What follows belongs to an exercise in optimizing a design on an open flow for small area, a short achievable clock period and few clock cycles per item; a production flow would make more cautious choices. No run shown here included a check of the RTL's function; only the layout flow was run. Power is estimated from default activity; no workload was simulated.

==> flow/design.v <==
module s16_decoder (
    input  wire        clk,
    input  wire        rst,         
    input  wire        in_valid,
    output wire        in_ready,
    input  wire [31:0] in_word,
    input  wire        in_first,    
    input  wire [15:0] in_len,      
    output reg         out_valid,
    input  wire        out_ready,
    output reg  [27:0] out_value,
    output reg         out_last
);
    function automatic [4:0] width_from_end(input [3:0] s, input [4:0] l);
        begin
            case (s)
                0:  width_from_end = 1;
                1:  width_from_end = (l < 14) ? 1 : 2;
                2:  width_from_end = (l < 7) ? 1 : (l < 14) ? 2 : 1;
                3:  width_from_end = (l < 7) ? 2 : 1;
                4:  width_from_end = 2;
                5:  width_from_end = (l < 8) ? 3 : 4;
                6:  width_from_end = (l < 3) ? 3 : (l < 7) ? 4 : 3;
                7:  width_from_end = 4;
                8:  width_from_end = (l < 2) ? 4 : 5;
                9:  width_from_end = (l < 4) ? 5 : 4;
                10: width_from_end = (l < 2) ? 5 : 6;
                11: width_from_end = (l < 3) ? 6 : 5;
                12: width_from_end = 7;
                13: width_from_end = (l < 2) ? 9 : 10;
                14: width_from_end = 14;
                default: width_from_end = 28;
            endcase
        end
    endfunction
    function automatic [4:0] first_width(input [3:0] s);
        begin
            case (s)
                0, 2, 3: first_width = 1;
                1, 4:    first_width = 2;
                6:       first_width = 3;
                5, 7, 9: first_width = 4;
                8, 11:   first_width = 5;
                10:      first_width = 6;
                12:      first_width = 7;
                13:      first_width = 10;
                14:      first_width = 14;
                default: first_width = 28;
            endcase
        end
    endfunction
    function automatic [4:0] slots_less_one(input [3:0] s);
        begin
            case (s)
                0:  slots_less_one = 27;
                1, 2, 3: slots_less_one = 20;
                4:  slots_less_one = 13;
                5:  slots_less_one = 8;
                6:  slots_less_one = 7;
                7:  slots_less_one = 6;
                8, 9: slots_less_one = 5;
                10, 11: slots_less_one = 4;
                12: slots_less_one = 3;
                13: slots_less_one = 2;
                14: slots_less_one = 1;
                default: slots_less_one = 0;
            endcase
        end
    endfunction
    function automatic [4:0] slots_less_two(input [3:0] s);
        begin
            case (s)
                0:  slots_less_two = 26;
                1, 2, 3: slots_less_two = 19;
                4:  slots_less_two = 12;
                5:  slots_less_two = 7;
                6:  slots_less_two = 6;
                7:  slots_less_two = 5;
                8, 9: slots_less_two = 4;
                10, 11: slots_less_two = 3;
                12: slots_less_two = 2;
                13: slots_less_two = 1;
                default: slots_less_two = 0;
            endcase
        end
    endfunction
    reg        busy;      
    reg [27:0] data;      
    reg [3:0]  wp;        
    reg [3:0]  sel;       
    reg [4:0]  left;      
    reg [15:0] rc;        
    reg        fresh;
    wire [3:0] in_sel = in_word[31:28];
    wire [4:0] wb = width_from_end(sel, left);    
    wire [4:0] wa = first_width(in_sel);
    wire out_free = !out_valid || out_ready;
    assign in_ready = !busy;
    wire accept = in_valid && !busy;
    wire go     = out_free && (busy || in_valid);
    wire load   = accept && in_first;
    wire [27:0] sh1 = wp[0] ? {data[27],    data[27:1]} : data;
    wire [27:0] sh2 = wp[1] ? {sh1[27:26],  sh1[27:2]}  : sh1;
    wire [27:0] sh4 = wp[2] ? {sh2[27:24],  sh2[27:4]}  : sh2;
    wire [27:0] t   = wp[3] ? {sh4[27:18],  sh4[25:8]}  : sh4;
    wire [27:0] src = busy ? t : in_word[27:0];
    wire [3:0]  s   = in_sel;
    wire [27:0] ma;
    assign ma[0]     = 1'b1;
    assign ma[1]     = s[3] | s[2] | (!s[1] & s[0]);
    assign ma[2]     = s[3] | (s[2] & (s[1] | s[0]));
    assign ma[3]     = s[3] | (s[2] & s[0]);
    assign ma[4]     = s[3] & (s[2] | s[1] | !s[0]);
    assign ma[5]     = s[3] & (s[2] | (s[1] & !s[0]));
    assign ma[6]     = s[3] & s[2];
    assign ma[9:7]   = {3{s[3] & s[2] & (s[1] | s[0])}};
    assign ma[13:10] = {4{s[3] & s[2] & s[1]}};
    assign ma[27:14] = {14{&s}};
    wire wb_ge3 = wb[4] | wb[3] | wb[2];
    wire wb_ge9 = wb[4] | wb[3];
    wire [27:0] mb;
    assign mb[0]     = 1'b1;
    assign mb[1]     = wb_ge3 | wb[1];
    assign mb[2]     = wb_ge3 | (wb[1] & wb[0]);
    assign mb[3]     = wb_ge3;
    assign mb[4]     = wb_ge9 | (wb[2] & (wb[1] | wb[0]));
    assign mb[5]     = wb_ge9 | (wb[2] & wb[1]);
    assign mb[6]     = wb_ge9 | (wb[2] & wb[1] & wb[0]);
    assign mb[8:7]   = {2{wb_ge9}};
    assign mb[9]     = wb[4] | (wb[3] & wb[1]);
    assign mb[13:10] = {4{wb[4] | (wb[3] & wb[2])}};
    assign mb[27:14] = {14{wb[4]}};
    wire [27:0] v   = ({28{busy}} & mb & t) | ({28{!busy}} & ma & in_word[27:0]);
    wire rc_one   = fresh ? (rc == 16'd1) : (rc == 16'd2);
    wire list_end = load ? (in_len == 16'd1) : rc_one;
    wire word_end = list_end || (busy ? (left == 5'd0) : (in_sel == 4'd15));
    always @(posedge clk) begin
        if (rst) begin
            busy      <= 1'b0;
            out_valid <= 1'b0;
        end else begin
            if (out_ready)
                out_valid <= 1'b0;
            if (go) begin
                out_valid <= 1'b1;
                busy      <= !word_end;
            end else if (accept) begin
                busy      <= 1'b1;
            end
        end
        if (out_free) begin
            out_value <= v;
            out_last  <= list_end;
        end
        if (!busy || out_free)
            data <= src;
        if (!busy) begin
            sel  <= in_sel;
            wp   <= out_free ? wa[3:0] : 4'd0;
            left <= out_free ? slots_less_two(in_sel) : slots_less_one(in_sel);
        end else if (out_free) begin
            wp   <= wb[3:0];
            left <= left - 5'd1;
        end
        if (load)
            rc <= in_len;
        else if (go && !fresh)
            rc <= rc - 16'd1;
        if (go)
            fresh <= 1'b0;
        else if (load)
            fresh <= 1'b1;
    end
endmodule
==> flow/flow/run.sh <==
#!/bin/bash
set -euo pipefail
bash standard.sh \
  "BUFFER_PORTS_ARGS=-buffer_cell sky130_fd_sc_hd__buf_1" \
  "SETUP_SLACK_MARGIN=5.45" \
  "CTS_ARGS=-sink_clustering_enable -repair_clock_nets -buf_list sky130_fd_sc_hd__clkbuf_8 -sink_clustering_size 30 -dont_use_dummy_load" \
  finish > standard.log 2>&1
==> flow/standard.sh <==
#!/bin/bash
# synth_recipe.tcl (not shown) runs the flow's synth.tcl, then flattens the netlist and writes it again
# the make line also repeats each setting of config.mk as NAME=value (left out here)
make -C /OpenROAD-flow-scripts/flow DESIGN_CONFIG=/design/flow/config.mk WORK_HOME=/design/flow/orfs CLKGATE_MAP_FILE= SYNTH_SCRIPT=/design/flow/synth_recipe.tcl "${@:-finish}"
==> flow/config.mk <==
export PLATFORM = sky130hd
export DESIGN_NAME = s16_decoder
export DESIGN_NICKNAME = s16_decoder
export VERILOG_FILES = /design/flow/design.v
export SDC_FILE = /design/flow/constraint.sdc
export NUM_CORES = 4
export LEC_CHECK = 0
export CAP_MARGIN = 20
export CORE_MARGIN = 2
export CORE_UTILIZATION = 65
export SLEW_MARGIN = 20
==> flow/constraint.sdc <==
create_clock -name core_clock -period 8.0 [get_ports {clk}]
set_input_delay 1.6000 -clock core_clock [delete_from_list [all_inputs] [get_ports {clk}]]
set_output_delay 1.6000 -clock core_clock [all_outputs]
set_load 0.01 [all_outputs]
==> flow_summary.ini, run 1 <==
[status]
status = complete, no violations

[logic_synthesis]
yosys-top-cells-area = edfxtp_1 43%, mux4_2 9.0%, mux2_2 4.1%
yosys.area_share.simple_pct = 13.4
synth_fa_ha_area_share_pct = 1.88
synth_top_area_cell = edfxtp_1
synthCells = 558
yosysSeqAreaShare_pct = 44.1
synth_top_family_by_area = multiplexers
synth-compound-area-share_pct = 14.7
syn_area_per_cell_sq_um = 10.7
post-synth-top-area-fraction_pct = 43.1
synth_nets = 620
yosysUniqueCellTypes = 59
synthFlopType = edfxtp_1
async_reset_ff_share_pct = 0
synth-seq-cells = 89
synth_edf_count = 86
ys_warn_count = 1
synthMuxAreaShare_pct = 19.2
synthesis.area_sq_um = 6000
synthXorXnorAreaFrac_pct = 2.19

[critical_path]
r2r-end = data[4]$_DFFE_PN_
required_ns = 6.40
r2r_cells = 4
cp-start-kind = flip-flop
crit_fanout = 5
cp-endpoint = in_ready
r2r_start = wp[0]$_DFFE_PN_
crit_arrival_ns = 1.02
startpoint = busy$_SDFFE_PP0P_
critPathKind = reg2out
r2r_slack_ns = 5.56
end_kind = primary output

[layout]
utilization_pct = 75.4
final_common_cell = edfxtp_1
final_cell_area_sq_um = 6870
layout_common_cells = 86 x edfxtp_1, 76 x buf_1, 56 x nand2_1
area_growth_pct = 14.5
nNetsFinal = 704
drive_gt1_share_pct = 18.3
antenna_cells = 0

[drt]
viasPerCell = 6.66
drt_first_pass_iters = 5
drtIter0Drc = 470
wl_met2_um = 7950
ant_nets = 0
vias = 5002
drc = 0
wl_per_cell_um = 21.1
highest_layer = met4
wirelength_um = 15800
dr_wl_met3_um = 1260
wl_met1_um = 6360

[timing]
hold_viol = 0
tightest_slew_ns = 0.641
rsz0062_at_grt = yes
skew_ns = 0.0237
min_period_ns = 2.62
period_share_pct = 32.7
setup_viol = 0
slew_viol_final = 0
fmax_mhz = 382
timing.slew.headroom_pct = 56.8
tns_ns = 0

[floorplanning]
die_area_sq_um = 10000
die_h_um = 100
rows = 35
dieWidth_um = 100
io_pins = 84
initial_core_util_pct = 65.8
fp.coreArea_sq_um = 9110

[global_route]
grt_pass1_wl_um = 24600
grt.total_usage_pct = 32.0
grt_max_degree = 38
antenna_found_initial = 0
grt_pass1_vias = 4610
overflow = 0

[cts]
path_clk_slew_ns = 0.08
hold_buffers = 0
clkSinkCount = 89
cts_buffers = 9
clockBufferDepth = 2
htree_levels = 3
cts_root_buf = clkbuf_8
clk_latency_ns = 0.37
cts_tree = yes

[power]
leakage_nw = 2.52
powerDensity_nw_per_um2 = 215
total_power_mw = 1.48
irDropWorstVdd_mv = 0.113

[flow_run]
maxCapViolations = 0

[placed_design]
port_buffers = 83
dpl_cell_area_sq_um = 6340
detailed_place_hpwl_um = 10500
gp_congestion = 0.923

[hold_path]
hp-class = reg2reg
## state kept, by name (all words and copies together), names as in the netlist
signal	flops
left	5
sel	4
out_value	28
data	28
busy	1
out_valid	1
wp	4
rc	16
fresh	1
out_last	1
## layer usage
layer / vias up / global-route usage [%]
met5: - / 0
met4: 0 / 10.5
met3: 23 / 4.32
met2: 278 / 51.6
met1: 2395 / 45.6
li1: 2306 / -
## cell usage after synthesis, types with 6 or more instances
library cell,instances
a21oi_1,43
o21ai_0,43
buf_6,6
nand2_1,58
ha_1,9
nor2_1,49
mux4_2,24
a31oi_1,7
xor2_1,6
xnor2_1,9
edfxtp_1,86
nor2b_1,8
o31ai_1,7
a211oi_1,6
inv_1,15
nor3_1,10
nand3_1,8
mux2i_1,23
o211ai_1,8
mux2_2,22
nor4_1,10
clkbuf_1,27
## report_power, final
group          switching, mW  internal (mW)  total, mW
sequential            0.0851          0.603      0.688
clock                  0.148          0.101      0.249
combinational          0.281          0.256      0.538
total                  0.514          0.961       1.48
## per-stage QoR
step / hold WS, ns / instances / setup slack [ns]
6_report: 0.521 / 751 / 5.38
5_1_grt: 0.567 / 751 / 5.36
4_1_cts: 0.522 / 733 / 5.31
3_5_place_dp: 0.510 / 715 / 4.30
3_3_place_gp: 0.506 / 715 / 4.35
2_1_floorplan: 0.482 / 558 / 5.22
## cells by family (layout without fill, tap and decap cells)
family	Yosys count	after routing
DFF	89	89
AOI/OAI and AO/OA	143	143
xor gates and xnor gates	15	15
buffers and inverters	58	140
and+or+nand+nor	170	170
adders and majority gates	9	9
muxes	74	74
## how the worst min path moves through the flow
stage / endpoint / start / slack [ns] / cells after the start
after floorplan: fresh$_SDFFE_PP0P_ / fresh$_SDFFE_PP0P_ / 0.48 / 2
after CTS: fresh$_SDFFE_PP0P_ / fresh$_SDFFE_PP0P_ / 0.52 / 2
final: fresh$_SDFFE_PP0P_ / fresh$_SDFFE_PP0P_ / 0.52 / 2
after global placement: fresh$_SDFFE_PP0P_ / fresh$_SDFFE_PP0P_ / 0.51 / 2
after detailed placement: fresh$_SDFFE_PP0P_ / fresh$_SDFFE_PP0P_ / 0.51 / 2
after global routing: fresh$_SDFFE_PP0P_ / fresh$_SDFFE_PP0P_ / 0.57 / 2
## what timing repair did
action,CTS,global route
buffers inserted,5,16
pin swaps,2,1
endpoints found under the setup margin,120,10
gates cloned,4,1
gates resized for setup,32,13
## area by class of cell
cell class | instances | area, sq um
Fill cell | 618 | 2240
Timing Repair inverter | 3 | 23.8
Inverter | 17 | 118
Tap cell | 111 | 139
Multi-Input combinational cell | 411 | 3170
Sequential cell | 89 | 2650
Clock buffer | 9 | 124
Timing Repair Buffer | 111 | 644
## critical path, stage by stage, from the launching register on
cell,delay [ns]
dfxtp_4,0.37
buf_12,0.12
clkinv_16,0.06
buf_6,0.11
==> run 2: changes to the inputs <==
--- a/flow/design.v
+++ b/flow/design.v
@@ -148,17 +148,17 @@
                 busy      <= 1'b1;
             end
         end
-        if (out_free) begin
+        if (go) begin
             out_value <= v;
             out_last  <= list_end;
         end
-        if (!busy || out_free)
+        if (!busy || go)
             data <= src;
         if (!busy) begin
             sel  <= in_sel;
-            wp   <= out_free ? wa[3:0] : 4'd0;
-            left <= out_free ? slots_less_two(in_sel) : slots_less_one(in_sel);
-        end else if (out_free) begin
+            wp   <= go ? wa[3:0] : 4'd0;
+            left <= go ? slots_less_two(in_sel) : slots_less_one(in_sel);
+        end else if (go) begin
             wp   <= wb[3:0];
             left <= left - 5'd1;
         end
==> flow/flow/run.sh (replaced) <==
#!/bin/bash
set -euo pipefail
bash standard.sh \
  "BUFFER_PORTS_ARGS=-buffer_cell sky130_fd_sc_hd__buf_1" \
  "SETUP_SLACK_MARGIN=5.35" \
  "CTS_ARGS=-sink_clustering_enable -repair_clock_nets -buf_list sky130_fd_sc_hd__clkbuf_8 -sink_clustering_size 30 -dont_use_dummy_load" \
  finish > standard.log 2>&1
==> flow_summary.ini, run 2 <==
[drt]
drt_first_pass_iters = 5
viasPerCell = 6.77
vias = 4983
drtIter0Drc = 425
wl_per_cell_um = 21.0
drc = 0
ant_nets = 0
wirelength_um = 15400

[logic_synthesis]
ys_warn_count = 1
synthCells = 552
syn_area_per_cell_sq_um = 10.8
yosys.cell_count.top_type = edfxtp_1
synth_edf_count = 86
synth-seq-cells = 89
synth_nets = 614
synth_common_cells = 86 x edfxtp_1, 55 x nand2_1, 46 x nor2_1
yosys-top-cells-area = edfxtp_1 43%, mux4_2 11%, nand2_1 3.5%
post-synth-top-area-fraction_pct = 43.2
synthesis.area_sq_um = 5980
synthFlopType = edfxtp_1
yosysSeqAreaShare_pct = 44.2
async_reset_ff_share_pct = 0
synth_top_area_cell = edfxtp_1
yosysUniqueCellTypes = 69

[critical_path]
cp-start-kind = flip-flop
required_ns = 6.40
critPathKind = reg2out
crit_arrival_ns = 1.01
crit_fanout = 4
crit_path_cell_trace = buf_12, inv_1, buf_2
end_kind = primary output
crit_slowest_cell = dfxtp_4
critPathMaxStageDelay_ns = 0.36

[global_route]
grt_use_met3_pct = 5.08
antenna_found_initial = 0
use_met1_pct = 41.8
top_usage_layer = met2
grt_max_degree = 44
grt.total_usage_pct = 30.9
grt_pass1_wl_um = 23800
grt_pass1_vias = 4714
use_met2_pct = 50.9
overflow = 0

[timing]
holdWs_ns = 0.539
min_period_ns = 2.61
period_share_pct = 32.6
setup_viol = 0
slew_viol_final = 0
tns_ns = 0
rsz0062_at_grt = no
tightest_slew_ns = 0.726
timing.slew.headroom_pct = 51.6
hold_viol = 0
skew_ns = 0.0345
fmax_mhz = 383

[layout]
drive_gt1_share_pct = 17.1
antenna_cells = 0
nNetsFinal = 689
final_cells = 736
layout_common_cells = 86 x edfxtp_1, 78 x buf_1, 54 x nand2_1
area_growth_pct = 12.2
final_common_cell = edfxtp_1
reg_top3 = data x28, out_value x28, rc x16

[placed_design]
gp_congestion = 0.877
detailed_place_hpwl_um = 10200
dpl.cell_count = 714
port_buffers = 83

[power]
irDropWorstVdd_mv = 0.147
leakage_nw = 2.38
powerDensity_nw_per_um2 = 253

[floorplanning]
initial_core_util_pct = 66.0
fp.coreArea_sq_um = 9060
rows = 35
dieWidth_um = 99.9
die_h_um = 99.9
io_pins = 84
die_area_sq_um = 9990

[cts]
cts_buffers = 9
cts_root_buf = clkbuf_8
clkSinkCount = 89
htree_levels = 3
clk_latency_ns = 0.38
clockBufferDepth = 2
cts_tree = yes
path_clk_slew_ns = 0.07

[status]
status = complete, no violations

[flow_run]
maxCapViolations = 0

[hold_path]
hp-class = reg2reg
run 2: changes by cell type after synthesis, sizes merged, moves of 4 or more:
cell,before,now
or4,3,7
nand2b,0,4
clkbuf,27,22
o22ai,2,7
run 2: critical path, delay by kind of cell (launching register included):
| family | cells | cell delay [ns] |
|---|---|---|
| buffers and inverters | 3 | 0.30 |
| DFF | 1 | 0.36 |
run 2: what timing repair did:
action / in CTS / in global routing
hold endpoints to repair: 0 / 0
pin swaps: 0 / 1
gates resized for setup: 17 / 8
setup buffers: 3 / 7
hold buffers: 0 / 0
endpoints found under the setup margin: 99 / 42
cloned: 3 / 0
run 2: cell families (layout without fill, tap and decap cells):
| family | Yosys count | after routing | synth area share [%] |
|---|---|---|---|
| AND/OR/NAND/NOR | 175 | 175 | 15.1 |
| AO/OA/AOI/OAI | 140 | 140 | 14.6 |
| flip-flops | 89 | 89 | 44.2 |
| multiplexers | 68 | 68 | 18.0 |
| buffers and inverters | 56 | 129 | 3.99 |
| XOR/XNOR | 15 | 15 | 2.20 |
| adder cells (fa/ha/maj) | 9 | 9 | 1.88 |
run 2: worst paths after layout:
path	startpoint	endpoint	slack [ns]	depth (start not counted)
setup / recovery	busy$_SDFFE_PP0P_	in_ready	5.39	3
hold / removal	fresh$_SDFFE_PP0P_	fresh$_SDFFE_PP0P_	0.54	2
setup reg to reg	left[3]$_DFFE_PN_	out_value[1]$_DFFE_PP_	5.52	5
hold reg to reg	fresh$_SDFFE_PP0P_	fresh$_SDFFE_PP0P_	0.54	2
run 2: power by group:
group | internal [mW] | switching, mW | total, mW
logic | 0.330 | 0.369 | 0.699
registers | 0.637 | 0.107 | 0.745
clock network | 0.101 | 0.153 | 0.254
run 2: cell type report:
cell class | instances | area (sq um)
multi-input combinational | 407 | 3180
sequential | 89 | 2650
fill | 640 | 2350
timing repair buffer | 101 | 537
tap | 111 | 139
clock buffer | 9 | 124
inverter | 18 | 73.8
timing repair inverter | 1 | 7.51
run 2: metal layers:
| layer | vias to the layer above | part of all wire (%) |
|---|---|---|
| li1 | 2275 | - |
| met4 | 0 | 2.5 |
| met5 | - | 0 |
| met1 | 2429 | 40 |
| met2 | 250 | 50 |
| met3 | 29 | 7.5 |
run 2: stage by stage:
stage	worst slack (ns)	total power, mW	cell area [sq um]	utilization, %
after floorplan	5.02	1.23	6060	-
after global placement	4.57	1.38	6360	70.2
after detailed placement	4.45	1.40	6360	70.2
after CTS	5.33	1.66	6610	72.9
after global routing	5.34	1.78	6710	74.0
final	5.39	1.70	6710	74.0

port drivers added, routing unchanged:
How much do the figures lean on ideal ports? The routed layouts below were timed once more, with nothing changed but the port constraints. Step 1, drivers: a clkbuf_16 drives clk and a buf_2 each remaining input, both assumed. Step 2 moves the port delays by t, midway between the first and last clock arrival at a register: inputs arrive t later, outputs are due t later. That takes back most of the time a late clock gives input paths. a / b / c = ideal ports / drivers / drivers and shift; a / b = the first two.
run	t (ns)	setup WS [ns]	cell pins on the clock port's net
run 1	0.393	5.381 / 5.345 / 5.073	1
run 2	0.395	5.390 / 5.355 / 5.008	1
After both steps every run listed still meets setup and hold. The setup slack of run 2, which loses most, moves by -0.035 ns with the drivers and by -0.382 ns with both steps.
